From an optimization exercise on the open Yosys and OpenROAD flow, aimed at small area, a short achievable clock period and few clock cycles; shortcuts taken in it are not production practice.
Function was checked by simulation only, so behaviour that the tests miss may differ from the original.
Power figures rest on the tool's default switching activity, not on a simulated workload.

[design/flow/run.sh]
#!/bin/bash
# synth_recipe.tcl (not shown) runs the flow's synth.tcl, then flattens the netlist and writes it again
# the make line also repeats each setting of config.mk as NAME=value (left out here)
make -C /OpenROAD-flow-scripts/flow DESIGN_CONFIG=/design/flow/config.mk WORK_HOME=/design/flow/orfs CLKGATE_MAP_FILE= SYNTH_SCRIPT=/design/flow/synth_recipe.tcl finish
[design/flow/config.mk]
export PLATFORM = sky130hd
export DESIGN_NAME = fb_raster
export DESIGN_NICKNAME = fb_raster
export VERILOG_FILES = /design/flow/design.v
export SDC_FILE = /design/flow/constraint.sdc
export NUM_CORES = 4
export LEC_CHECK = 0
export CAP_MARGIN = 20
export CORE_MARGIN = 2
export CORE_UTILIZATION = 40
export SLEW_MARGIN = 20
[design/flow/constraint.sdc]
create_clock -name core_clock -period 14.0 [get_ports {clk}]
set_input_delay 2.8000 -clock core_clock [delete_from_list [all_inputs] [get_ports {clk}]]
set_output_delay 2.8000 -clock core_clock [all_outputs]
set_load 0.01 [all_outputs]
[design/flow/design.v]
module fb_span (
    input  wire       clk,
    input  wire       rst,
    input  wire       fb_ready,
    input  wire       cv,
    input  wire [6:0] cx,
    input  wire [5:0] cys,
    input  wire [5:0] cye,
    output wire       take,
    output wire       empty_next,
    output reg        fb_we,
    output reg  [9:0] fb_addr,
    output reg  [7:0] fb_wmask
);
    reg       wmore;
    reg [6:0] wx;
    reg [2:0] wpage;
    reg [5:0] wye;
    wire adv = !fb_we || fb_ready;
    assign take       = adv && !wmore;
    assign empty_next = adv && !wmore && !cv;
    wire [2:0] pg    = wmore ? wpage : cys[5:3];
    wire [2:0] lo    = wmore ? 3'd0 : cys[2:0];
    wire [5:0] ye    = wmore ? wye : cye;
    wire       lastp = (pg == ye[5:3]);
    wire [2:0] hi    = lastp ? ye[2:0] : 3'd7;
    wire [7:0] mlo   = 8'hFF << lo;
    wire [7:0] mhi   = 8'hFF >> (3'd7 - hi);
    always @(posedge clk) begin
        if (rst) begin
            fb_we <= 1'b0;
            wmore <= 1'b0;
        end else if (adv) begin
            if (wmore || cv) begin
                fb_we    <= 1'b1;
                fb_addr  <= {pg, wmore ? wx : cx};
                fb_wmask <= mlo & mhi;
                wmore    <= !lastp;
                wpage    <= pg + 3'd1;
                if (!wmore) begin
                    wx  <= cx;
                    wye <= cye;
                end
            end else begin
                fb_we <= 1'b0;
            end
        end
    end
endmodule
module fb_line (
    input  wire        clk,
    input  wire        rst,
    input  wire        start,
    input  wire        en,
    input  wire [15:0] xa,
    input  wire [15:0] ya,
    input  wire [15:0] xb,
    input  wire [15:0] yb,
    output wire        walking,
    output wire        vis,
    output wire [6:0]  ox,
    output wire [5:0]  oy,
    output wire        done
);
    localparam [2:0] L_IDLE = 3'd0, L_DIFF = 3'd1, L_ABS = 3'd2, L_ORD = 3'd3,
                     L_ERR = 3'd4, L_WALK = 3'd5;
    reg  [2:0]  st;
    reg  signed [16:0] k1, k2, t;
    reg  [15:0] cx, cy;
    reg         sgx, sgy, steep, swp_r, ydown, seen;
    wire signed [16:0] exa = {xa[15], xa};
    wire signed [16:0] eya = {ya[15], ya};
    wire signed [16:0] exb = {xb[15], xb};
    wire signed [16:0] eyb = {yb[15], yb};
    wire        stp  = (k2 > k1);
    wire        swp  = stp ? sgy : sgx;
    wire [15:0] smaj = stp ? (swp ? yb : ya) : (swp ? xb : xa);
    wire [15:0] smin = stp ? (swp ? xb : xa) : (swp ? yb : ya);
    wire [15:0] emaj = steep ? (swp_r ? ya : yb) : (swp_r ? xa : xb);
    wire [15:0] pxw = steep ? cy : cx;
    wire [15:0] pyw = steep ? cx : cy;
    assign vis  = (pxw[15:7] == 9'd0) && (pyw[15:6] == 10'd0);
    assign ox   = pxw[6:0];
    assign oy   = pyw[5:0];
    assign walking = (st == L_WALK);
    wire beyond = !cx[15] && (steep ? (cx[14:6] != 9'd0) : (cx[14:7] != 8'd0));
    assign done = walking && ((cx == emaj) || (!vis && (seen || beyond)));
    always @(posedge clk) begin
        if (rst) begin
            st <= L_IDLE;
        end else if (en) begin
            case (st)
                L_IDLE: if (start) st <= L_DIFF;
                L_DIFF: begin
                    k1 <= exb - exa;
                    k2 <= eyb - eya;
                    st <= L_ABS;
                end
                L_ABS: begin
                    sgx <= k1[16];
                    sgy <= k2[16];
                    k1  <= k1[16] ? -k1 : k1;
                    k2  <= k2[16] ? -k2 : k2;
                    st  <= L_ORD;
                end
                L_ORD: begin
                    steep <= stp;
                    swp_r <= swp;
                    ydown <= swp ^ (stp ? sgx : sgy);
                    cx    <= smaj;
                    cy    <= smin;
                    k1    <= stp ? k2 : k1;
                    k2    <= stp ? k1 : k2;
                    seen  <= 1'b0;
                    st    <= L_ERR;
                end
                L_ERR: begin
                    t  <= (k1 >>> 1) - k2;
                    k1 <= k1 - k2;
                    k2 <= -k2;
                    st <= L_WALK;
                end
                L_WALK: begin
                    if (done) begin
                        st <= L_IDLE;
                    end else begin
                        seen <= seen | vis;
                        cx   <= cx + 16'd1;
                        if (t[16]) begin
                            cy <= ydown ? cy - 16'd1 : cy + 16'd1;
                            t  <= t + k1;
                        end else begin
                            t  <= t + k2;
                        end
                    end
                end
                default: st <= L_IDLE;
            endcase
        end
    end
endmodule
module fb_midpoint (
    input  wire [7:0]         mx,
    input  wire [7:0]         my,
    input  wire signed [11:0] f,
    output wire [7:0]         nx,
    output wire [7:0]         ny,
    output wire signed [11:0] nf,
    output wire               nhn
);
    wire ydec = !f[11];
    assign nx = mx + 8'd1;
    assign ny = ydec ? my - 8'd1 : my;
    wire signed [11:0] ax = {3'd0, mx, 1'b0} + 12'sd3;
    wire signed [11:0] ay = ydec ? ({3'd0, my, 1'b0} - 12'sd2) : 12'sd0;
    assign nf  = f + ax - ay;
    wire [8:0] lhs = {1'b0, mx} + (ydec ? 9'd2 : 9'd1);
    assign nhn = (lhs < {1'b0, my});
endmodule
module fb_raster (
    input  wire        clk,
    input  wire        rst,
    input  wire        cmd_valid,
    output wire        cmd_ready,
    input  wire [7:0]  cmd_op,
    input  wire        cmd_color,
    input  wire [15:0] cmd_arg0,
    input  wire [15:0] cmd_arg1,
    input  wire [15:0] cmd_arg2,
    input  wire [15:0] cmd_arg3,
    input  wire [15:0] cmd_arg4,
    input  wire [15:0] cmd_arg5,
    output wire        fb_we,
    input  wire        fb_ready,
    output wire [9:0]  fb_addr,
    output wire [7:0]  fb_wdata,
    output wire [7:0]  fb_wmask
);
    localparam [3:0] C_NOP = 4'd0,  C_FILL = 4'd1,  C_PIX = 4'd2,   C_HL = 4'd3,
                     C_VL = 4'd4,   C_LINE = 4'd5,  C_CIRC = 4'd6,  C_CQ = 4'd7,
                     C_FC = 4'd8,   C_FCQ = 4'd9,   C_RECT = 4'd10, C_FRECT = 4'd11,
                     C_RRECT = 4'd12, C_FRRECT = 4'd13, C_TRI = 4'd14;
    localparam [1:0] P_SWEEP = 2'd0, P_ARC = 2'd1, P_HALF = 2'd2, P_LINE = 2'd3;
    function [3:0] decode;
        input [7:0] o;
        case (o)
            8'h01: decode = C_FILL;
            8'h02: decode = C_PIX;
            8'h04: decode = C_HL;
            8'h05: decode = C_VL;
            8'h10: decode = C_LINE;
            8'h20: decode = C_CIRC;
            8'h21: decode = C_CQ;
            8'h22: decode = C_FC;
            8'h23: decode = C_FCQ;
            8'h30: decode = C_RECT;
            8'h31: decode = C_FRECT;
            8'h32: decode = C_RRECT;
            8'h33: decode = C_FRRECT;
            8'h34: decode = C_TRI;
            default: decode = C_NOP;
        endcase
    endfunction
    function [11:0] sat16;
        input [15:0] v;
        if (v[15] && v[14:10] != 5'h1F)       sat16 = 12'hC00;
        else if (!v[15] && v[14:10] != 5'h00) sat16 = 12'h3FF;
        else                                  sat16 = v[11:0];
    endfunction
    reg        s_idle, s_prep, s_run, s_drain;
    reg [3:0]  opc;
    reg        color;
    reg [95:0] av;
    reg [7:0]  rr;
    reg [3:0]  msk;
    reg [8:0]  hthr;      
    reg [3:0]  ph;        
    assign cmd_ready = s_idle;
    assign fb_wdata  = {8{color}};
    wire [15:0] a0 = av[15:0],  a1 = av[31:16], a2 = av[47:32];
    wire [15:0] a3 = av[63:48], a4 = av[79:64], a5 = av[95:80];
    wire [11:0] XS  = av[11:0],  YS  = av[23:12], XP  = av[35:24], YP  = av[47:36];
    wire [11:0] XQ  = av[59:48], YQ  = av[71:60], XWR = av[83:72], YHR = av[95:84];
    wire is_line = (opc == C_LINE) || (opc == C_TRI);
    wire circ    = (opc == C_CIRC) || (opc == C_CQ) || (opc == C_FC) || (opc == C_FCQ);
    wire [11:0] sx0 = sat16(a0);
    wire [11:0] sy0 = sat16(a1);
    wire [7:0]  r8  = circ ? a2[7:0] : a4[7:0];
    wire [7:0]  w8  = a2[7:0];
    wire [7:0]  h8  = (opc == C_VL) ? a2[7:0] : a3[7:0];
    wire [11:0] r12  = {4'd0, r8};
    wire [11:0] offx = circ ? -r12 : ({4'd0, w8} - 12'd1);
    wire [11:0] offy = circ ? -r12 : ({4'd0, h8} - 12'd1);
    wire [11:0] owr  = {4'd0, w8} - 12'd1 - r12;
    wire [11:0] ohr  = {4'd0, h8} - 12'd1 - r12;
    wire signed [16:0] yd17 = {a1[15], a1} + {a4[15], a4};
    wire [11:0] yd_sat = (yd17 < -17'sd1024) ? 12'hC00 : (yd17 > 17'sd1023) ? 12'h3FF : yd17[11:0];
    wire signed [16:0] q_fcq = -17'sd1 - {a4[15], a4};
    wire signed [16:0] q_frr = {8'd0, r8, 1'b0} - {9'd0, h8};
    wire signed [16:0] q     = (opc == C_FCQ) ? q_fcq : (opc == C_FRRECT) ? q_frr : -17'sd1;
    wire signed [16:0] qh    = q >>> 1;
    wire [8:0]  hthr_n = qh[16] ? 9'h1FF : (qh[15:8] != 8'd0) ? 9'h0FF : {1'b0, qh[7:0]};
    reg        d_end;
    reg [1:0]  dk;
    reg [11:0] dxa, dxb, dya, dyb;   
    reg [1:0]  dcx, dcy;             
    reg        dcd;                  
    reg [3:0]  dm;                   
    reg [1:0]  dl;                   
    always @(*) begin
        d_end = 1'b1;
        dk  = P_SWEEP;
        dxa = XS; dxb = XS; dya = YS; dyb = YS;
        dcx = 2'd0; dcy = 2'd0; dcd = 1'b0;
        dm  = 4'd0;
        dl  = 2'd0;
        case (opc)
            C_FILL:  if (ph == 4'd0) begin
                d_end = 1'b0; dxa = 12'd0; dxb = 12'd127; dya = 12'd0; dyb = 12'd63;
            end
            C_PIX:   if (ph == 4'd0) d_end = 1'b0;
            C_HL:    if (ph == 4'd0) begin d_end = 1'b0; dxb = XQ; end
            C_VL:    if (ph == 4'd0) begin d_end = 1'b0; dyb = YQ; end
            C_FRECT: if (ph == 4'd0) begin d_end = 1'b0; dxb = XQ; dyb = YQ; end
            C_LINE:  if (ph == 4'd0) begin d_end = 1'b0; dk = P_LINE; end
            C_TRI:   if (ph < 4'd3) begin d_end = 1'b0; dk = P_LINE; dl = ph[1:0]; end
            C_RECT: case (ph)
                4'd0: begin d_end = 1'b0; dxb = XQ; end
                4'd1: begin d_end = 1'b0; dxb = XQ; dya = YQ; dyb = YQ; end
                4'd2: begin d_end = 1'b0; dyb = YQ; end
                4'd3: begin d_end = 1'b0; dxa = XQ; dxb = XQ; dyb = YQ; end
                default: ;
            endcase
            C_CIRC: case (ph)
                4'd0: begin d_end = 1'b0; dya = YP; dyb = YP; end
                4'd1: begin d_end = 1'b0; dya = YQ; dyb = YQ; end
                4'd2: begin d_end = 1'b0; dxa = XP; dxb = XP; end
                4'd3: begin d_end = 1'b0; dxa = XQ; dxb = XQ; end
                4'd4: begin d_end = 1'b0; dk = P_ARC; dm = 4'hF; end
                default: ;
            endcase
            C_CQ:  if (ph == 4'd0) begin d_end = 1'b0; dk = P_ARC; dm = msk; end
            C_FC:  case (ph)
                4'd0: begin d_end = 1'b0; dya = YQ; dyb = YP; end
                4'd1: begin d_end = 1'b0; dk = P_HALF; dm = 4'h3; end
                default: ;
            endcase
            C_FCQ: if (ph == 4'd0) begin
                d_end = 1'b0; dk = P_HALF; dm = {2'b00, msk[1:0]}; dcd = 1'b1;
            end
            C_RRECT: case (ph)
                4'd0: begin d_end = 1'b0; dxa = XP; dxb = XWR; end
                4'd1: begin d_end = 1'b0; dxa = XP; dxb = XWR; dya = YQ; dyb = YQ; end
                4'd2: begin d_end = 1'b0; dya = YP; dyb = YHR; end
                4'd3: begin d_end = 1'b0; dxa = XQ; dxb = XQ; dya = YP; dyb = YHR; end
                4'd4: begin d_end = 1'b0; dk = P_ARC; dcx = 2'd1; dcy = 2'd1; dm = 4'h1; end
                4'd5: begin d_end = 1'b0; dk = P_ARC; dcx = 2'd2; dcy = 2'd1; dm = 4'h2; end
                4'd6: begin d_end = 1'b0; dk = P_ARC; dcx = 2'd2; dcy = 2'd2; dm = 4'h4; end
                4'd7: begin d_end = 1'b0; dk = P_ARC; dcx = 2'd1; dcy = 2'd2; dm = 4'h8; end
                default: ;
            endcase
            C_FRRECT: case (ph)
                4'd0: begin d_end = 1'b0; dxa = XP; dxb = XWR; dyb = YQ; end
                4'd1: begin d_end = 1'b0; dk = P_HALF; dcx = 2'd2; dcy = 2'd1; dcd = 1'b1; dm = 4'h1; end
                4'd2: begin d_end = 1'b0; dk = P_HALF; dcx = 2'd1; dcy = 2'd1; dcd = 1'b1; dm = 4'h2; end
                default: ;
            endcase
            default: ;
        endcase
    end
    wire signed [11:0] sdxa = dxa, sdxb = dxb, sdya = dya, sdyb = dyb;
    wire d_sw_empty = (!dxa[11] && dxa[10:7] != 4'd0) || dxb[11] || (sdxa > sdxb)
                   || (!dya[11] && dya[10:6] != 5'd0) || dyb[11] || (sdya > sdyb);
    wire [6:0] d_xa = dxa[11] ? 7'd0 : dxa[6:0];
    wire [6:0] d_xb = (dxb[10:7] != 4'd0) ? 7'd127 : dxb[6:0];
    wire [5:0] d_ya = dya[11] ? 6'd0 : dya[5:0];
    wire [5:0] d_yb = (dyb[10:6] != 5'd0) ? 6'd63 : dyb[5:0];
    wire d_mp_empty = (rr == 8'd0) || (dm == 4'd0);
    reg        act;        
    reg [1:0]  pk;
    reg [6:0]  sx, sxe;
    reg [5:0]  sys, sye;
    wire       sw_last = (sx == sxe);
    reg [1:0]  csx, csy;
    reg        csd;
    reg [3:0]  pm;
    reg [7:0]  mx, my;
    reg signed [11:0] mf;
    reg        hn;         
    reg [2:0]  slot;       
    wire [7:0] nx, ny;
    wire signed [11:0] nf;
    wire       nhn;
    fb_midpoint u_mp (.mx(mx), .my(my), .f(mf), .nx(nx), .ny(ny), .nf(nf), .nhn(nhn));
    wire       is_half = (pk == P_HALF);
    wire       dd_ok   = !hn || !mf[11];
    wire [7:0] e_arc   = {pm[0], pm[0], pm[3], pm[3], pm[1], pm[1], pm[2], pm[2]};
    wire [7:0] e_half  = {2'b00, pm[1] & dd_ok, pm[1], 2'b00, pm[0] & dd_ok, pm[0]};
    wire [7:0] e_cur   = is_half ? e_half : e_arc;
    wire [7:0] e_after = e_cur & ~((8'd2 << slot) - 8'd1);
    wire       more_slots = (e_after != 8'd0);
    wire [7:0] a_low   = e_after & (~e_after + 8'd1);
    wire [2:0] slot_nx = {|a_low[7:4], |(a_low[3:2] | a_low[7:6]), |(a_low[1] | a_low[3] | a_low[5] | a_low[7])};
    wire [7:0] d_e     = (dk == P_HALF) ? {3'b000, dm[1], 3'b000, dm[0]}
                                        : {dm[0], dm[0], dm[3], dm[3], dm[1], dm[1], dm[2], dm[2]};
    wire [7:0] d_low   = d_e & (~d_e + 8'd1);
    wire [2:0] d_slot  = {|d_low[7:4], |(d_low[3:2] | d_low[7:6]), |(d_low[1] | d_low[3] | d_low[5] | d_low[7])};
    wire [7:0] f_e     = is_half ? {3'b000, pm[1], 3'b000, pm[0]} : e_arc;
    wire [7:0] f_low   = f_e & (~f_e + 8'd1);
    wire [2:0] f_slot  = {|f_low[7:4], |(f_low[3:2] | f_low[7:6]), |(f_low[1] | f_low[3] | f_low[5] | f_low[7])};
    reg [11:0] ccx, ccy;
    always @(*) begin
        case (csx)
            2'd1:    ccx = XP;
            2'd2:    ccx = XWR;
            default: ccx = XS;
        endcase
        case (csy)
            2'd1:    ccy = YP;
            2'd2:    ccy = YHR;
            default: ccy = YS;
        endcase
    end
    wire [11:0] cyd = csd ? YHR : YS;
    wire [7:0]  o1  = slot[0] ? my : mx;
    wire [7:0]  o2  = slot[0] ? mx : my;
    wire [11:0] m_x  = slot[2] ? ccx - {4'd0, o1} : ccx + {4'd0, o1};
    wire [11:0] m_ya = (slot[1] || is_half) ? ccy - {4'd0, o2} : ccy + {4'd0, o2};
    wire [11:0] m_yb = cyd + {4'd0, o2};
    wire        m_ne = hthr[8] || (o2 > hthr[7:0]);
    wire        m_vis = !m_x[11] && (m_x[10:7] == 4'd0) && (m_ya[11] || m_ya[10:6] == 5'd0) &&
                        (is_half ? (!m_yb[11] && m_ne) : !m_ya[11]);
    wire [5:0]  m_ys = m_ya[11] ? 6'd0 : m_ya[5:0];
    wire [5:0]  m_ye = is_half ? ((m_yb[10:6] != 5'd0) ? 6'd63 : m_yb[5:0]) : m_ya[5:0];
    wire        m_last = !more_slots && !hn;
    reg [1:0]   lsel;
    reg [15:0]  lxa, lya, lxb, lyb;
    always @(*) begin
        case (lsel)
            2'd1:    begin lxa = a2; lya = a3; lxb = a4; lyb = a5; end
            2'd2:    begin lxa = a4; lya = a5; lxb = a0; lyb = a1; end
            default: begin lxa = a0; lya = a1; lxb = a2; lyb = a3; end
        endcase
    end
    reg        lstart;
    wire       l_walk, l_vis, l_done;
    wire [6:0] l_ox;
    wire [5:0] l_oy;
    wire       g_en;
    fb_line u_line (
        .clk(clk), .rst(rst), .start(lstart), .en(g_en),
        .xa(lxa), .ya(lya), .xb(lxb), .yb(lyb),
        .walking(l_walk), .vis(l_vis), .ox(l_ox), .oy(l_oy), .done(l_done)
    );
    reg        emit, e_vis, pdone;
    reg [6:0]  e_x;
    reg [5:0]  e_ys, e_ye;
    always @(*) begin
        emit  = 1'b0;
        e_vis = 1'b0;
        pdone = 1'b0;
        e_x   = sx;
        e_ys  = sys;
        e_ye  = sye;
        if (act) begin
            case (pk)
                P_SWEEP: begin
                    emit = 1'b1; e_vis = 1'b1; pdone = sw_last;
                end
                P_ARC, P_HALF: begin
                    emit = 1'b1; e_vis = m_vis; pdone = m_last;
                    e_x = m_x[6:0]; e_ys = m_ys; e_ye = m_ye;
                end
                default: begin
                    emit = l_walk; e_vis = l_vis; pdone = l_done;
                    e_x = l_ox; e_ys = l_oy; e_ye = l_oy;
                end
            endcase
        end
    end
    wire take, w_empty_next;
    fb_span u_span (
        .clk(clk), .rst(rst), .fb_ready(fb_ready),
        .cv(emit && e_vis), .cx(e_x), .cys(e_ys), .cye(e_ye),
        .take(take), .empty_next(w_empty_next),
        .fb_we(fb_we), .fb_addr(fb_addr), .fb_wmask(fb_wmask)
    );
    assign g_en = !emit || take;
    always @(posedge clk) begin
        if (rst) begin
            s_idle  <= 1'b1;
            s_prep  <= 1'b0;
            s_run   <= 1'b0;
            s_drain <= 1'b0;
            act     <= 1'b0;
            lstart  <= 1'b0;
        end else begin
            if (s_idle) begin
                opc   <= decode(cmd_op);
                color <= cmd_color;
                av    <= {cmd_arg5, cmd_arg4, cmd_arg3, cmd_arg2, cmd_arg1, cmd_arg0};
                if (cmd_valid) begin
                    s_idle <= 1'b0;
                    s_prep <= 1'b1;
                end
            end
            if (s_prep) begin
                s_prep <= 1'b0;
                s_run  <= 1'b1;
                ph     <= 4'd0;
                rr     <= r8;
                msk    <= a3[3:0];
                hthr   <= hthr_n;
                if (!is_line)
                    av <= {(opc == C_FCQ) ? yd_sat : sy0 + ohr, sx0 + owr,
                           sy0 + offy, sx0 + offx, sy0 + r12, sx0 + r12, sy0, sx0};
            end
            lstart <= 1'b0;
            if (s_run && g_en) begin
                if (!act || pdone) begin
                    ph <= ph + 4'd1;
                    pk <= dk;
                    if (d_end) begin
                        act     <= 1'b0;
                        s_run   <= 1'b0;
                        s_drain <= 1'b1;
                    end else begin
                        case (dk)
                            P_SWEEP: act <= !d_sw_empty;
                            P_LINE:  act <= 1'b1;
                            default: act <= !d_mp_empty;
                        endcase
                    end
                    lstart <= (dk == P_LINE) && !d_end;
                    lsel   <= dl;
                    sx     <= d_xa;
                    sxe    <= d_xb;
                    sys    <= d_ya;
                    sye    <= d_yb;
                    csx    <= dcx;
                    csy    <= dcy;
                    csd    <= dcd;
                    pm     <= dm;
                    slot   <= d_slot;
                    mx     <= 8'd1;
                    my     <= (rr == 8'd1) ? 8'd0 : rr;
                    mf     <= (rr == 8'd1) ? 12'sd3 : (12'sd4 - {4'd0, rr});
                    hn     <= (rr > 8'd1);
                end else begin
                    case (pk)
                        P_SWEEP: sx <= sx + 7'd1;
                        P_ARC, P_HALF: begin
                            if (more_slots) begin
                                slot <= slot_nx;
                            end else begin
                                slot <= f_slot;
                                mx   <= nx;
                                my   <= ny;
                                mf   <= nf;
                                hn   <= nhn;
                            end
                        end
                        default: ;
                    endcase
                end
            end
            if (s_drain && w_empty_next) begin
                s_drain <= 1'b0;
                s_idle  <= 1'b1;
            end
        end
    end
endmodule
==> results.sh, run 1 <==
export IMPL_status="finished clean"
export IMPL_finalNetCount=5049
export IMPL_synthCells=4622
export IMPL_dpl_cell_area_mm2=0.0400
export IMPL_final_cell_mix="nand2_1 (498), o21ai_0 (372), a21oi_1 (370)"
export IMPL_core_mm2=0.0933
export IMPL_r2r_end="av[94]"
export IMPL_n_antenna_cell=0
export IMPL_cts_clk_slew_worst_paths_ps=60
export IMPL_grt_pass1_vias=34012
export IMPL_grt_max_degree=103
export IMPL_dieHeight_um=311
export IMPL_avgSynthCellArea_um2=8.14
export IMPL_worst_path_most_repeated_cell="a21o_1"
export IMPL_vias=36615
export IMPL_grt_setup_unrepaired="no"
export IMPL_start_util_pct=40.3
export IMPL_cpPeakStageDelay_ps=840
export IMPL_post_cts_buffers=0
export IMPL_numPlacedInstances=5811
export IMPL_drv_slew=0
export IMPL_powerDensity_mw_per_mm2=101
export IMPL_crit_start="opc[3]"
export IMPL_final_common_cell="nand2_1"
export IMPL_async_flop_share_pct=0
export IMPL_wl_per_cell_um=25.8
export IMPL_hpwl_um=116000
export IMPL_rows=112
export IMPL_yosysWarnings=3
export IMPL_worst_slack_ps=7890
export IMPL_finalCriticalPeriod_ps=6110
export IMPL_cap_violations=0
export IMPL_crit_type="flip-flop to flip-flop"
export IMPL_hold_ws_ps=495
export IMPL_drtIter0Drc=4688
export IMPL_worstSetupEndpointType="flip-flop"
export IMPL_syn_nets=5071
export IMPL_crit_required_ps=14360
export IMPL_boundaryPins=137
export IMPL_synth_cell_types=109
export IMPL_regToRegSetupSlack_ps=7890
export IMPL_root_buffer="clkbuf_16"
export IMPL_dr_pass1_iters=9
export IMPL_worstReg2RegStart="opc[3]"
export IMPL_synth_main_ff_cell="edfxtp_1"
export IMPL_final_setup_skew_ps=34.3
export IMPL_fmax_mhz=164
export IMPL_tightestPinTransition_ps=1090
export IMPL_ant_nets=0
export IMPL_area_growth_pct=9.94
export IMPL_clkLatencyLatePin_ps=640
export IMPL_synth_area_leaders="edfxtp_1 (25%), ha_1 (10%), o21ai_0 (5.0%), nand2_1 (5.0%), a21oi_1 (5.0%)"
export IMPL_clockBufferDepth=3
export IMPL_syn_cell_area_mm2=0.0376
export IMPL_numPortBuffers=136
export IMPL_cts_resized=0
export IMPL_reg2reg_depth=19
export IMPL_crit_chain="nor2b_1 -> nand2_1 -> o21ai_2 -> buf_4 -> mux2i_1 -> inv_1 -> fa_1 -> inv_1 -> fa_1 -> a21o_1 -> a21o_1 -> a21o_1 -> a21oi_1 -> o21ai_0 -> a21o_1 -> a21oi_1 -> xnor2_1 -> a211oi_1 -> a21oi_1"
export IMPL_setup_worst_path_end="av[94]"
export IMPL_antenna_found_initial=6
export IMPL_routed_wl_um=152000
export IMPL_grt_usage_pct=30.3
export IMPL_cp_start_kind="flip-flop"
export IMPL_total_power_mw=4.17
export IMPL_htreeDepth=2
export IMPL_hold_viol=0
export IMPL_grt_pass1_wl_um=223000
export IMPL_finalSetupViolations=0
export IMPL_p_leak_nw=16.3
export IMPL_yosys_area_top_type_share_pct=25.0
export IMPL_finalCoreUtilization_pct=44.3
export IMPL_cts_hold_buf=0
export IMPL_drc=0
export IMPL_hp_class="flip-flop to flip-flop"
export IMPL_relSlewSlack_pct=26.8
export IMPL_fin_area_mm2=0.0414
export IMPL_cpMaxStageDelayCell="mux2i_1"
export IMPL_preCtsSetupSlack_ps=7990
export IMPL_gp_congestion=1.01
export IMPL_cp_arrival_ps=6470
export IMPL_dieArea_mm2=0.0966
export IMPL_synth_seq_cells=324
export IMPL_path_max_fanout=29
export IMPL_synth_seq_area_share_pct=25.6
export IMPL_final_cell_count_no_fill=5886
export IMPL_irDropWorstVdd_mv=0.101
export IMPL_synth_enable_flop_cells=313
export IMPL_clock_sinks=324
export IMPL_period_share_pct=43.6
export IMPL_grt_ovfl_total=0
export IMPL_cts_tree="built"
export IMPL_tritoncts_num_buffers=41
export IMPL_finalSetupTns_ps=0
export IMPL_avgViaCountPerCell=6.22
export IMPL_synth_largest_area_cell="edfxtp_1"
export IMPL_die_x_um=311
export IMPL_drive_gt1_share_pct=6.00
## report_power, final
| part | internal (mW) | switching (mW) | leakage, nW | total (mW) |
|---|---|---|---|---|
| registers | 1.14 | 0.155 | 2.98 | 1.30 |
| clock network | 0.626 | 0.459 | 0.650 | 1.08 |
| logic | 0.714 | 1.08 | 12.7 | 1.79 |
## critical path, delay by kind of cell, from the launching register on
kind                     cells  cell delay (ps)
XOR/XNOR                     1               80
AND/OR/NAND/NOR              2              490
AO/OA/AOI/OAI               10             1790
multiplexers                 1              840
buffers and inverters        3              830
adder cells (fa/ha/maj)      2             1090
flip-flops                   1              710
## layer usage
| metal | routed length (µm) | vias up | part of all wire, % | global-route usage [%] |
|---|---|---|---|---|
| li1 | - | 16969 | - | - |
| met1 | 64500 | 17281 | 43 | 41.0 |
| met2 | 64200 | 1909 | 42 | 45.8 |
| met3 | 13100 | 452 | 8.6 | 5.30 |
| met4 | 9720 | 4 | 6.4 | 16.7 |
| met5 | 32 | - | 0.021 | 0 |
## state kept, by name (all words and copies together), names as in the netlist, 7 cells and up
register,count
av,96
u_line.k1,17
u_line.k2,17
u_line.t,17
u_line.cx,16
u_line.cy,16
mf,12
hthr,9
mx,8
my,8
rr,8
u_span.fb_wmask,8
sx,7
sxe,7
## worst min-delay path by stage
stage          startpoint      end  slack [ps]  cells past startpoint
4_1_cts           s_drain  s_drain         500                      2
3_5_place_dp      s_drain  s_drain         490                      2
2_1_floorplan      av[48]   msk[0]         420                      0
3_3_place_gp      s_drain  s_drain         480                      2
6_report          s_drain  s_drain         500                      2
5_1_grt           s_drain  s_drain         550                      2
## synth_stat cells (30+ instances only)
library cell and number:
nor2_1 307, o21ai_0 376, a221o_1 42, nor3_1 105, nand3_1 88, nand4_1 38
xor2_1 116, o21ai_1 56, a31oi_1 43, xnor2_1 187, and3_1 30, clkbuf_1 208
o21a_1 44, a211oi_1 44, ha_1 311, mux2i_1 164, a21o_1 85, nand2_1 498
nor2b_1 83, nand2b_1 52, o211ai_1 39, o31ai_1 31, or3_1 49, a21oi_1 373
inv_1 260, buf_2 38, edfxtp_1 313, a22oi_1 106
## layout make-up
class	instances	area [µm²]
clock buffers	52	1130
clock inverters	23	194
fillers	9376	52000
inverters	261	982
multi-input cells	3734	25700
flip-flops and latches	324	9620
well taps	1254	1570
repair buffers	238	2130
## cell families (layout without fill, tap and decap cells)
family                     after synthesis  count (layout)  synth area share [%]
AOI/OAI and AO/OA                     1501            1501                  25.7
xor gates and xnor gates               304             304                  7.11
adders and majority gates              340             340                  11.9
buffers and inverters                  564             574                  6.21
DFF                                    324             324                  25.6
muxes                                  212             212                  6.28
and+or+nand+nor                       1377            1377                  17.2
Testbench counts, summed over its fixed seeds: cycles 74,377.
==> inputs of run 2 (changes only) <==
--- a/design/flow/design.v
+++ b/design/flow/design.v
@@ -2,23 +2,30 @@
     input  wire       clk,
     input  wire       rst,
     input  wire       fb_ready,
-    input  wire       cv,
-    input  wire [6:0] cx,
-    input  wire [5:0] cys,
-    input  wire [5:0] cye,
-    output wire       take,
+    input  wire       push,
+    input  wire [6:0] px,
+    input  wire [5:0] pys,
+    input  wire [5:0] pye,
+    output wire       full,
     output wire       empty_next,
     output reg        fb_we,
     output reg  [9:0] fb_addr,
     output reg  [7:0] fb_wmask
 );
-    reg       wmore;
-    reg [6:0] wx;
-    reg [2:0] wpage;
-    reg [5:0] wye;
-    wire adv = !fb_we || fb_ready;
-    assign take       = adv && !wmore;
-    assign empty_next = adv && !wmore && !cv;
+    reg        c0v, c1v;
+    reg [18:0] c0, c1;
+    reg        wmore;
+    reg [6:0]  wx;
+    reg [2:0]  wpage;
+    reg [5:0]  wye;
+    assign full = c1v;
+    wire adv  = !fb_we || fb_ready;
+    wire take = adv && !wmore;
+    wire pop  = take && c0v;
+    assign empty_next = take && !c0v && !c1v && !push;
+    wire [6:0] cx  = c0[18:12];
+    wire [5:0] cys = c0[11:6];
+    wire [5:0] cye = c0[5:0];
     wire [2:0] pg    = wmore ? wpage : cys[5:3];
     wire [2:0] lo    = wmore ? 3'd0 : cys[2:0];
     wire [5:0] ye    = wmore ? wye : cye;
@@ -28,21 +35,33 @@
     wire [7:0] mhi   = 8'hFF >> (3'd7 - hi);
     always @(posedge clk) begin
         if (rst) begin
+            c0v <= 1'b0;
+            c1v <= 1'b0;
+        end else if (pop) begin
+            c0v <= c1v || push;
+            c1v <= 1'b0;
+        end else if (push) begin
+            if (!c0v) c0v <= 1'b1;
+            else      c1v <= 1'b1;
+        end
+        if (!c0v || pop)
+            c0 <= c1v ? c1 : {px, pys, pye};
+        if (!c1v)
+            c1 <= {px, pys, pye};
+    end
+    always @(posedge clk) begin
+        if (rst) begin
             fb_we <= 1'b0;
             wmore <= 1'b0;
         end else if (adv) begin
-            if (wmore || cv) begin
-                fb_we    <= 1'b1;
-                fb_addr  <= {pg, wmore ? wx : cx};
-                fb_wmask <= mlo & mhi;
-                wmore    <= !lastp;
-                wpage    <= pg + 3'd1;
-                if (!wmore) begin
-                    wx  <= cx;
-                    wye <= cye;
-                end
-            end else begin
-                fb_we <= 1'b0;
+            fb_we    <= wmore || c0v;
+            fb_addr  <= {pg, wmore ? wx : cx};
+            fb_wmask <= mlo & mhi;
+            wmore    <= (wmore || c0v) && !lastp;
+            wpage    <= pg + 3'd1;
+            if (!wmore) begin
+                wx  <= cx;
+                wye <= cye;
             end
         end
     end
@@ -67,7 +86,7 @@
     reg  [2:0]  st;
     reg  signed [16:0] k1, k2, t;
     reg  [15:0] cx, cy;
-    reg         sgx, sgy, steep, swp_r, ydown, seen;
+    reg         sgx, sgy, steep, swp_r, ydown, seen, lend;
     wire signed [16:0] exa = {xa[15], xa};
     wire signed [16:0] eya = {ya[15], ya};
     wire signed [16:0] exb = {xb[15], xb};
@@ -84,7 +103,8 @@
     assign oy   = pyw[5:0];
     assign walking = (st == L_WALK);
     wire beyond = !cx[15] && (steep ? (cx[14:6] != 9'd0) : (cx[14:7] != 8'd0));
-    assign done = walking && ((cx == emaj) || (!vis && (seen || beyond)));
+    assign done = walking && (lend || (!vis && (seen || beyond)));
+    wire [15:0] cx1 = cx + 16'd1;
     always @(posedge clk) begin
         if (rst) begin
             st <= L_IDLE;
@@ -115,22 +135,23 @@
                     st    <= L_ERR;
                 end
                 L_ERR: begin
-                    t  <= (k1 >>> 1) - k2;
-                    k1 <= k1 - k2;
-                    k2 <= -k2;
-                    st <= L_WALK;
+                    t    <= (k1 >>> 1) - k2;
+                    k1   <= k1 - k2;
+                    lend <= (cx == emaj);
+                    st   <= L_WALK;
                 end
                 L_WALK: begin
                     if (done) begin
                         st <= L_IDLE;
                     end else begin
                         seen <= seen | vis;
-                        cx   <= cx + 16'd1;
+                        cx   <= cx1;
+                        lend <= (cx1 == emaj);
                         if (t[16]) begin
                             cy <= ydown ? cy - 16'd1 : cy + 16'd1;
                             t  <= t + k1;
                         end else begin
-                            t  <= t + k2;
+                            t  <= t - k2;
                         end
                     end
                 end
@@ -221,25 +242,42 @@
     wire [15:0] a3 = av[63:48], a4 = av[79:64], a5 = av[95:80];
     wire [11:0] XS  = av[11:0],  YS  = av[23:12], XP  = av[35:24], YP  = av[47:36];
     wire [11:0] XQ  = av[59:48], YQ  = av[71:60], XWR = av[83:72], YHR = av[95:84];
-    wire is_line = (opc == C_LINE) || (opc == C_TRI);
-    wire circ    = (opc == C_CIRC) || (opc == C_CQ) || (opc == C_FC) || (opc == C_FCQ);
+    reg f_line, f_circ, f_fcq, f_frr;
+    wire [3:0] dec_op  = decode(cmd_op);
+    wire       in_line = (dec_op == C_LINE) || (dec_op == C_TRI);
+    wire       in_circ = (dec_op == C_CIRC) || (dec_op == C_CQ) || (dec_op == C_FC) || (dec_op == C_FCQ);
     wire [11:0] sx0 = sat16(a0);
     wire [11:0] sy0 = sat16(a1);
-    wire [7:0]  r8  = circ ? a2[7:0] : a4[7:0];
-    wire [7:0]  w8  = a2[7:0];
-    wire [7:0]  h8  = (opc == C_VL) ? a2[7:0] : a3[7:0];
-    wire [11:0] r12  = {4'd0, r8};
-    wire [11:0] offx = circ ? -r12 : ({4'd0, w8} - 12'd1);
-    wire [11:0] offy = circ ? -r12 : ({4'd0, h8} - 12'd1);
-    wire [11:0] owr  = {4'd0, w8} - 12'd1 - r12;
-    wire [11:0] ohr  = {4'd0, h8} - 12'd1 - r12;
+    wire [7:0]  r8  = rr;
+    wire [7:0]  h8  = a3[7:0];
+    wire [11:0] r12 = {4'd0, r8};
+    wire [11:0] w12 = {4'd0, a2[7:0]};
+    wire [11:0] h12 = {4'd0, h8};
+    wire [11:0] xq_n  = sx0 + (f_circ ? ~r12 : w12) + (f_circ ? 12'd1 : 12'hFFF);
+    wire [11:0] yq_n  = sy0 + (f_circ ? ~r12 : h12) + (f_circ ? 12'd1 : 12'hFFF);
+    wire [11:0] xwr_n = sx0 + w12 + ~r12;
+    wire [11:0] yhr_n = sy0 + h12 + ~r12;
     wire signed [16:0] yd17 = {a1[15], a1} + {a4[15], a4};
-    wire [11:0] yd_sat = (yd17 < -17'sd1024) ? 12'hC00 : (yd17 > 17'sd1023) ? 12'h3FF : yd17[11:0];
-    wire signed [16:0] q_fcq = -17'sd1 - {a4[15], a4};
-    wire signed [16:0] q_frr = {8'd0, r8, 1'b0} - {9'd0, h8};
-    wire signed [16:0] q     = (opc == C_FCQ) ? q_fcq : (opc == C_FRRECT) ? q_frr : -17'sd1;
-    wire signed [16:0] qh    = q >>> 1;
-    wire [8:0]  hthr_n = qh[16] ? 9'h1FF : (qh[15:8] != 8'd0) ? 9'h0FF : {1'b0, qh[7:0]};
+    wire [11:0] yd_sat = (yd17[16] && yd17[15:10] != 6'h3F) ? 12'hC00 :
+                         (!yd17[16] && yd17[15:10] != 6'h00) ? 12'h3FF : yd17[11:0];
+    wire [16:0] q_fcq = ~{a4[15], a4};
+    wire [16:0] q_frr = {8'd0, r8, 1'b0} - {9'd0, h8};
+    wire [16:0] q     = f_fcq ? q_fcq : f_frr ? q_frr : 17'h1FFFF;
+    wire [15:0] qh    = q[16:1];
+    wire [8:0]  hthr_n = q[16] ? 9'h1FF : (qh[14:8] != 7'd0) ? 9'h0FF : {1'b0, qh[7:0]};
+    wire xs_lo = XS[11] || XS[10:7] == 4'd0;    
+    wire xq_lo = XQ[11] || XQ[10:7] == 4'd0;
+    wire xw_lo = XWR[11] || XWR[10:7] == 4'd0;
+    wire ys_lo = YS[11] || YS[10:6] == 5'd0;    
+    wire yq_lo = YQ[11] || YQ[10:6] == 5'd0;
+    wire yh_lo = YHR[11] || YHR[10:6] == 5'd0;
+    wire xs_hi = !XS[11], xp_hi = !XP[11], xq_hi = !XQ[11];    
+    wire ys_hi = !YS[11], yp_hi = !YP[11], yq_hi = !YQ[11];
+    wire cxp = xs_lo && xp_hi, cxn = xq_lo && xs_hi;
+    wire cyp = ys_lo && yp_hi, cyn = yq_lo && ys_hi;
+    wire [3:0] circ_q = {cxn && cyp, cxp && cyp, cxp && cyn, cxn && cyn};
+    wire rl = xs_lo && xp_hi, rrt = xw_lo && xq_hi;
+    wire rt = ys_lo && yp_hi, rb = yh_lo && yq_hi;
     reg        d_end;
     reg [1:0]  dk;
     reg [11:0] dxa, dxb, dya, dyb;   
@@ -276,33 +314,33 @@
                 4'd1: begin d_end = 1'b0; dya = YQ; dyb = YQ; end
                 4'd2: begin d_end = 1'b0; dxa = XP; dxb = XP; end
                 4'd3: begin d_end = 1'b0; dxa = XQ; dxb = XQ; end
-                4'd4: begin d_end = 1'b0; dk = P_ARC; dm = 4'hF; end
+                4'd4: begin d_end = 1'b0; dk = P_ARC; dm = circ_q; end
                 default: ;
             endcase
-            C_CQ:  if (ph == 4'd0) begin d_end = 1'b0; dk = P_ARC; dm = msk; end
+            C_CQ:  if (ph == 4'd0) begin d_end = 1'b0; dk = P_ARC; dm = msk & circ_q; end
             C_FC:  case (ph)
                 4'd0: begin d_end = 1'b0; dya = YQ; dyb = YP; end
-                4'd1: begin d_end = 1'b0; dk = P_HALF; dm = 4'h3; end
+                4'd1: begin d_end = 1'b0; dk = P_HALF; dm = {2'b00, cxn, cxp}; end
                 default: ;
             endcase
             C_FCQ: if (ph == 4'd0) begin
-                d_end = 1'b0; dk = P_HALF; dm = {2'b00, msk[1:0]}; dcd = 1'b1;
+                d_end = 1'b0; dk = P_HALF; dm = {2'b00, msk[1] & cxn, msk[0] & cxp}; dcd = 1'b1;
             end
             C_RRECT: case (ph)
                 4'd0: begin d_end = 1'b0; dxa = XP; dxb = XWR; end
                 4'd1: begin d_end = 1'b0; dxa = XP; dxb = XWR; dya = YQ; dyb = YQ; end
                 4'd2: begin d_end = 1'b0; dya = YP; dyb = YHR; end
                 4'd3: begin d_end = 1'b0; dxa = XQ; dxb = XQ; dya = YP; dyb = YHR; end
-                4'd4: begin d_end = 1'b0; dk = P_ARC; dcx = 2'd1; dcy = 2'd1; dm = 4'h1; end
-                4'd5: begin d_end = 1'b0; dk = P_ARC; dcx = 2'd2; dcy = 2'd1; dm = 4'h2; end
-                4'd6: begin d_end = 1'b0; dk = P_ARC; dcx = 2'd2; dcy = 2'd2; dm = 4'h4; end
-                4'd7: begin d_end = 1'b0; dk = P_ARC; dcx = 2'd1; dcy = 2'd2; dm = 4'h8; end
+                4'd4: begin d_end = 1'b0; dk = P_ARC; dcx = 2'd1; dcy = 2'd1; dm = {3'b000, rl && rt}; end
+                4'd5: begin d_end = 1'b0; dk = P_ARC; dcx = 2'd2; dcy = 2'd1; dm = {2'b00, rrt && rt, 1'b0}; end
+                4'd6: begin d_end = 1'b0; dk = P_ARC; dcx = 2'd2; dcy = 2'd2; dm = {1'b0, rrt && rb, 2'b00}; end
+                4'd7: begin d_end = 1'b0; dk = P_ARC; dcx = 2'd1; dcy = 2'd2; dm = {rl && rb, 3'b000}; end
                 default: ;
             endcase
             C_FRRECT: case (ph)
                 4'd0: begin d_end = 1'b0; dxa = XP; dxb = XWR; dyb = YQ; end
-                4'd1: begin d_end = 1'b0; dk = P_HALF; dcx = 2'd2; dcy = 2'd1; dcd = 1'b1; dm = 4'h1; end
-                4'd2: begin d_end = 1'b0; dk = P_HALF; dcx = 2'd1; dcy = 2'd1; dcd = 1'b1; dm = 4'h2; end
+                4'd1: begin d_end = 1'b0; dk = P_HALF; dcx = 2'd2; dcy = 2'd1; dcd = 1'b1; dm = {3'b000, rrt}; end
+                4'd2: begin d_end = 1'b0; dk = P_HALF; dcx = 2'd1; dcy = 2'd1; dcd = 1'b1; dm = {2'b00, rl, 1'b0}; end
                 default: ;
             endcase
             default: ;
@@ -333,15 +371,15 @@
     wire       nhn;
     fb_midpoint u_mp (.mx(mx), .my(my), .f(mf), .nx(nx), .ny(ny), .nf(nf), .nhn(nhn));
     wire       is_half = (pk == P_HALF);
-    wire       dd_ok   = !hn || !mf[11];
+    reg  [7:0] rem;        
     wire [7:0] e_arc   = {pm[0], pm[0], pm[3], pm[3], pm[1], pm[1], pm[2], pm[2]};
-    wire [7:0] e_half  = {2'b00, pm[1] & dd_ok, pm[1], 2'b00, pm[0] & dd_ok, pm[0]};
-    wire [7:0] e_cur   = is_half ? e_half : e_arc;
-    wire [7:0] e_after = e_cur & ~((8'd2 << slot) - 8'd1);
-    wire       more_slots = (e_after != 8'd0);
-    wire [7:0] a_low   = e_after & (~e_after + 8'd1);
+    wire       dd_n    = !nhn || !nf[11];
+    wire [7:0] e_next  = is_half ? {2'b00, pm[1] & dd_n, pm[1], 2'b00, pm[0] & dd_n, pm[0]} : e_arc;
+    wire       more_slots = (rem != 8'd0);
+    wire [7:0] a_low   = rem & (~rem + 8'd1);
     wire [2:0] slot_nx = {|a_low[7:4], |(a_low[3:2] | a_low[7:6]), |(a_low[1] | a_low[3] | a_low[5] | a_low[7])};
-    wire [7:0] d_e     = (dk == P_HALF) ? {3'b000, dm[1], 3'b000, dm[0]}
+    wire       dd_0    = (rr <= 8'd4);
+    wire [7:0] d_e     = (dk == P_HALF) ? {2'b00, dm[1] & dd_0, dm[1], 2'b00, dm[0] & dd_0, dm[0]}
                                         : {dm[0], dm[0], dm[3], dm[3], dm[1], dm[1], dm[2], dm[2]};
     wire [7:0] d_low   = d_e & (~d_e + 8'd1);
     wire [2:0] d_slot  = {|d_low[7:4], |(d_low[3:2] | d_low[7:6]), |(d_low[1] | d_low[3] | d_low[5] | d_low[7])};
@@ -418,14 +456,14 @@
             endcase
         end
     end
-    wire take, w_empty_next;
+    wire q_full, w_empty_next;
+    assign g_en = !emit || !q_full;
     fb_span u_span (
         .clk(clk), .rst(rst), .fb_ready(fb_ready),
-        .cv(emit && e_vis), .cx(e_x), .cys(e_ys), .cye(e_ye),
-        .take(take), .empty_next(w_empty_next),
+        .push(emit && e_vis && !q_full), .px(e_x), .pys(e_ys), .pye(e_ye),
+        .full(q_full), .empty_next(w_empty_next),
         .fb_we(fb_we), .fb_addr(fb_addr), .fb_wmask(fb_wmask)
     );
-    assign g_en = !emit || take;
     always @(posedge clk) begin
         if (rst) begin
             s_idle  <= 1'b1;
@@ -435,25 +473,32 @@
             act     <= 1'b0;
             lstart  <= 1'b0;
         end else begin
+            if (s_idle || s_drain) begin
+                opc    <= dec_op;
+                f_line <= in_line;
+                f_circ <= in_circ;
+                f_fcq  <= (dec_op == C_FCQ);
+                f_frr  <= (dec_op == C_FRRECT);
+                av     <= {cmd_arg5, cmd_arg4, (dec_op == C_VL) ? cmd_arg2 : cmd_arg3,
+                           cmd_arg2, cmd_arg1, cmd_arg0};
+                rr     <= in_circ ? cmd_arg2[7:0] : cmd_arg4[7:0];
+            end
             if (s_idle) begin
-                opc   <= decode(cmd_op);
                 color <= cmd_color;
-                av    <= {cmd_arg5, cmd_arg4, cmd_arg3, cmd_arg2, cmd_arg1, cmd_arg0};
+                ph    <= 4'd0;
                 if (cmd_valid) begin
                     s_idle <= 1'b0;
-                    s_prep <= 1'b1;
+                    s_prep <= !in_line;
+                    s_run  <= in_line;
                 end
             end
             if (s_prep) begin
                 s_prep <= 1'b0;
                 s_run  <= 1'b1;
-                ph     <= 4'd0;
-                rr     <= r8;
                 msk    <= a3[3:0];
                 hthr   <= hthr_n;
-                if (!is_line)
-                    av <= {(opc == C_FCQ) ? yd_sat : sy0 + ohr, sx0 + owr,
-                           sy0 + offy, sx0 + offx, sy0 + r12, sx0 + r12, sy0, sx0};
+                av <= {f_fcq ? yd_sat : yhr_n, xwr_n, yq_n, xq_n,
+                       sy0 + r12, sx0 + r12, sy0, sx0};
             end
             lstart <= 1'b0;
             if (s_run && g_en) begin
@@ -482,6 +527,7 @@
                     csd    <= dcd;
                     pm     <= dm;
                     slot   <= d_slot;
+                    rem    <= d_e & ~d_low;
                     mx     <= 8'd1;
                     my     <= (rr == 8'd1) ? 8'd0 : rr;
                     mf     <= (rr == 8'd1) ? 12'sd3 : (12'sd4 - {4'd0, rr});
@@ -492,8 +538,10 @@
                         P_ARC, P_HALF: begin
                             if (more_slots) begin
                                 slot <= slot_nx;
+                                rem  <= rem & ~a_low;
                             end else begin
                                 slot <= f_slot;
+                                rem  <= e_next & ~f_low;
                                 mx   <= nx;
                                 my   <= ny;
                                 mf   <= nf;
==> run 2 against run 1 <==
Compared with the run above: clock power is 25% higher; critical endpoint is now u_line.k1[15]; maximum frequency is 4.6% higher; register-to-register slack better by 270 ps; non-clock buffer count is 21 lower; synthesized cell count is 0.89% higher; largest power group is now registers; highest routed layer is now met4; sequential cell count is 51 higher.
==> results.sh, run 2 <==
export IMPL_avgViaCountPerCell=6.29
export IMPL_antenna_found_initial=2
export IMPL_drv_slew=0
export IMPL_grt_setup_unrepaired="no"
export IMPL_cpPeakStageDelay_ps=690
export IMPL_powerDensity_mw_per_mm2=98.7
export IMPL_routed_wl_um=157000
export IMPL_irDropWorstVdd_mv=0.114
export IMPL_worst_path_most_repeated_cell="o21ai_0"
export IMPL_dieArea_mm2=0.0990
export IMPL_status="finished clean"
export IMPL_post_cts_buffers=0
export IMPL_synth_cell_types=98
export IMPL_relSlewSlack_pct=22.6
export IMPL_vias=37365
export IMPL_clkLatencyLatePin_ps=660
export IMPL_synth_seq_cells=375
export IMPL_top_register="av"
export IMPL_reg_top3="av (96), u_span.c0 (19), u_span.c1 (19)"
export IMPL_seqCellArea_mm2=0.0109
export IMPL_cp_start_kind="flip-flop"
export IMPL_start_util_pct=40.5
export IMPL_synth_most_common_cell="nand2_1"
export IMPL_cp_top_family="compound AO/OA/AOI/OAI gates"
export IMPL_path_max_fanout=93
export IMPL_dieHeight_um=315
export IMPL_htreeDepth=2
export IMPL_hold_viol=0
export IMPL_synth_seq_area_share_pct=28.3
export IMPL_largest_reg_flops=96
export IMPL_cts_tree="built"
export IMPL_grt_usage_pct=30.8
export IMPL_cp_arrival_ps=6330
export IMPL_hp_class="flip-flop to flip-flop"
export IMPL_num_fill_cells=9538
export IMPL_rows=113
export IMPL_tightestPinTransition_ps=1130
export IMPL_finalSetupViolations=0
export IMPL_die_x_um=315
export IMPL_clockBufferDepth=3
export IMPL_yosys_area_top_type_share_pct=26.7
export IMPL_gp_congestion=0.990
export IMPL_numPlacedInstances=5844
export IMPL_cts_resized=0
export IMPL_drtIter0Drc=4624
export IMPL_grt_ovfl_total=0
export IMPL_boundaryPins=137
export IMPL_numPortBuffers=136
export IMPL_finalCriticalPeriod_ps=5840
export IMPL_grt_pass1_wl_um=229000
export IMPL_cts_clk_slew_worst_paths_ps=70
export IMPL_fin_area_mm2=0.0428
export IMPL_crit_type="flip-flop to flip-flop"
export IMPL_cpMaxStageDelayCell="o21ai_0"
export IMPL_tritoncts_num_buffers=50
export IMPL_final_cell_mix="nand2_1 (458), nor2_1 (430), o21ai_0 (366)"
export IMPL_final_setup_skew_ps=32.9
export IMPL_dpl_cell_area_mm2=0.0410
export IMPL_crit_required_ps=14500
export IMPL_cap_violations=0
export IMPL_syn_nets=5134
export IMPL_grt_max_degree=94
export IMPL_finalSetupTns_ps=0
export IMPL_dr_pass1_iters=9
export IMPL_drive_gt1_share_pct=6.21
export IMPL_core_mm2=0.0953
export IMPL_final_cell_count_no_fill=5940
export IMPL_yosys_top_cells_count="nand2_1 (458), nor2_1 (432), o21ai_0 (366)"
export IMPL_ant_nets=0
export IMPL_clock_sinks=375
export IMPL_period_share_pct=41.7
export IMPL_synthCells=4663
export IMPL_async_flop_share_pct=0
export IMPL_synth_area_leaders="edfxtp_1 (27%), ha_1 (9.9%), o21ai_0 (4.7%), nand2_1 (4.5%), a21oi_1 (4.3%)"
export IMPL_synth_largest_area_cell="edfxtp_1"
export IMPL_synth_main_ff_cell="edfxtp_1"
export IMPL_fmax_mhz=171
export IMPL_synth_enable_flop_cells=343
export IMPL_p_leak_nw=16.6
export IMPL_yosysWarnings=3
export IMPL_multi_input_area_mm2=0.0253
export IMPL_finalNetCount=5103
export IMPL_area_growth_pct=10.8
export IMPL_avgSynthCellArea_um2=8.28
export IMPL_worstSetupEndpointType="flip-flop"
export IMPL_drc=0
export IMPL_root_buffer="clkbuf_16"
export IMPL_crit_buf_inv=2
export IMPL_finalCoreUtilization_pct=44.9
export IMPL_crit_chain="ha_2 -> buf_4 -> inv_1 -> o21ai_0 -> ha_1 -> nor2b_1 -> o21ai_0 -> a21boi_0 -> o41ai_1 -> o21ai_0 -> o41ai_1 -> o21ai_0 -> or4_1 -> nand4_1"
export IMPL_wl_per_cell_um=26.5
export IMPL_grt_pass1_vias=34258
export IMPL_syn_cell_area_mm2=0.0386
export IMPL_hpwl_um=117000
export IMPL_cts_hold_buf=0
export IMPL_final_common_cell="nand2_1"
run 2: logic make-up after synthesis:
| kind of cell | Yosys count | share of synthesized area (%) |
|---|---|---|
| AOI/OAI and AO/OA | 1449 | 24.7 |
| xor gates and xnor gates | 273 | 6.19 |
| adders and majority gates | 362 | 12.8 |
| buffers and inverters | 627 | 6.34 |
| DFF | 375 | 28.3 |
| muxes | 138 | 4.25 |
| and+or+nand+nor | 1439 | 17.3 |
run 2: final timing paths:
check,from,endpoint,slack (ps),cells past startpoint
setup / recovery,lsel[1],u_line.k1[15],8160,14
hold / removal,u_span.c0[14],u_span.wx[2],420,0
setup reg to reg,lsel[1],u_line.k1[15],8160,14
hold reg to reg,u_span.c0[14],u_span.wx[2],420,0
run 2: layout make-up:
class	count	share of cell area, %
Timing Repair Buffer	217	4.60
Multi-Input combinational cell	3661	59.3
Antenna cell	2	0.0117
Sequential cell	375	25.6
Clock buffer	66	3.39
Tap cell	1265	3.70
Inverter	327	2.87
Clock inverter	27	0.582
run 2: metrics by stage:
| step | power [mW] | setup WS [ps] | hold WS, ps |
|---|---|---|---|
| 6_report | 4.22 | 8160 | 419 |
| 5_1_grt | 4.39 | 7870 | 437 |
| 4_1_cts | 4.19 | 8440 | 422 |
| 3_5_place_dp | 2.84 | 8290 | 409 |
| 3_3_place_gp | 2.83 | 8270 | 406 |
| 2_1_floorplan | 2.35 | 5770 | 400 |
run 2: where the power goes:
group / internal [mW] / switching [mW]
clock network: 0.787 / 0.560
logic: 0.558 / 0.839
registers: 1.30 / 0.177
run 2: layer usage:
layer / up-vias / global-route usage [%] / wire length [µm]
met1: 17902 / 41.7 / 65400
li1: 17088 / - / -
met3: 408 / 6.20 / 14900
met2: 1967 / 46.4 / 67300
met4: 0 / 16.2 / 9730
met5: - / 0 / 0
Testbench counts of run 2, summed over its fixed seeds: cycles 70,085.

==> static timing again, ports no longer ideal <==
Ports are ideal in the flow. The routed layouts listed here were re-timed in OpenROAD. Step 1, drivers: a clkbuf_16 drives clk and a buf_2 each remaining input, both assumed. Step 2 times the ports against the registers' clock, not the clock port: input delays grow and output delays shrink by t, the midpoint of the rising clock arrivals with the driver on. Three values: no drivers, after step 1, after step 2; two values: the first two.
| run | t (ns) | setup slack, ns | hold WS [ns] | latest minus earliest clock arrival (ns) | worst slew at a driven data input, ns |
|---|---|---|---|---|---|
| run 1 | 0.687 | 7.895 / 7.895 / 7.895 | 0.495 / 0.495 / 0.495 | 0.034 / 0.034 | 0.11 |
| run 2 | 0.710 | 8.163 / 8.163 / 8.163 | 0.419 / 0.419 / 0.419 | 0.034 / 0.033 | 0.06 |
After both steps setup and hold are still met in every run listed.
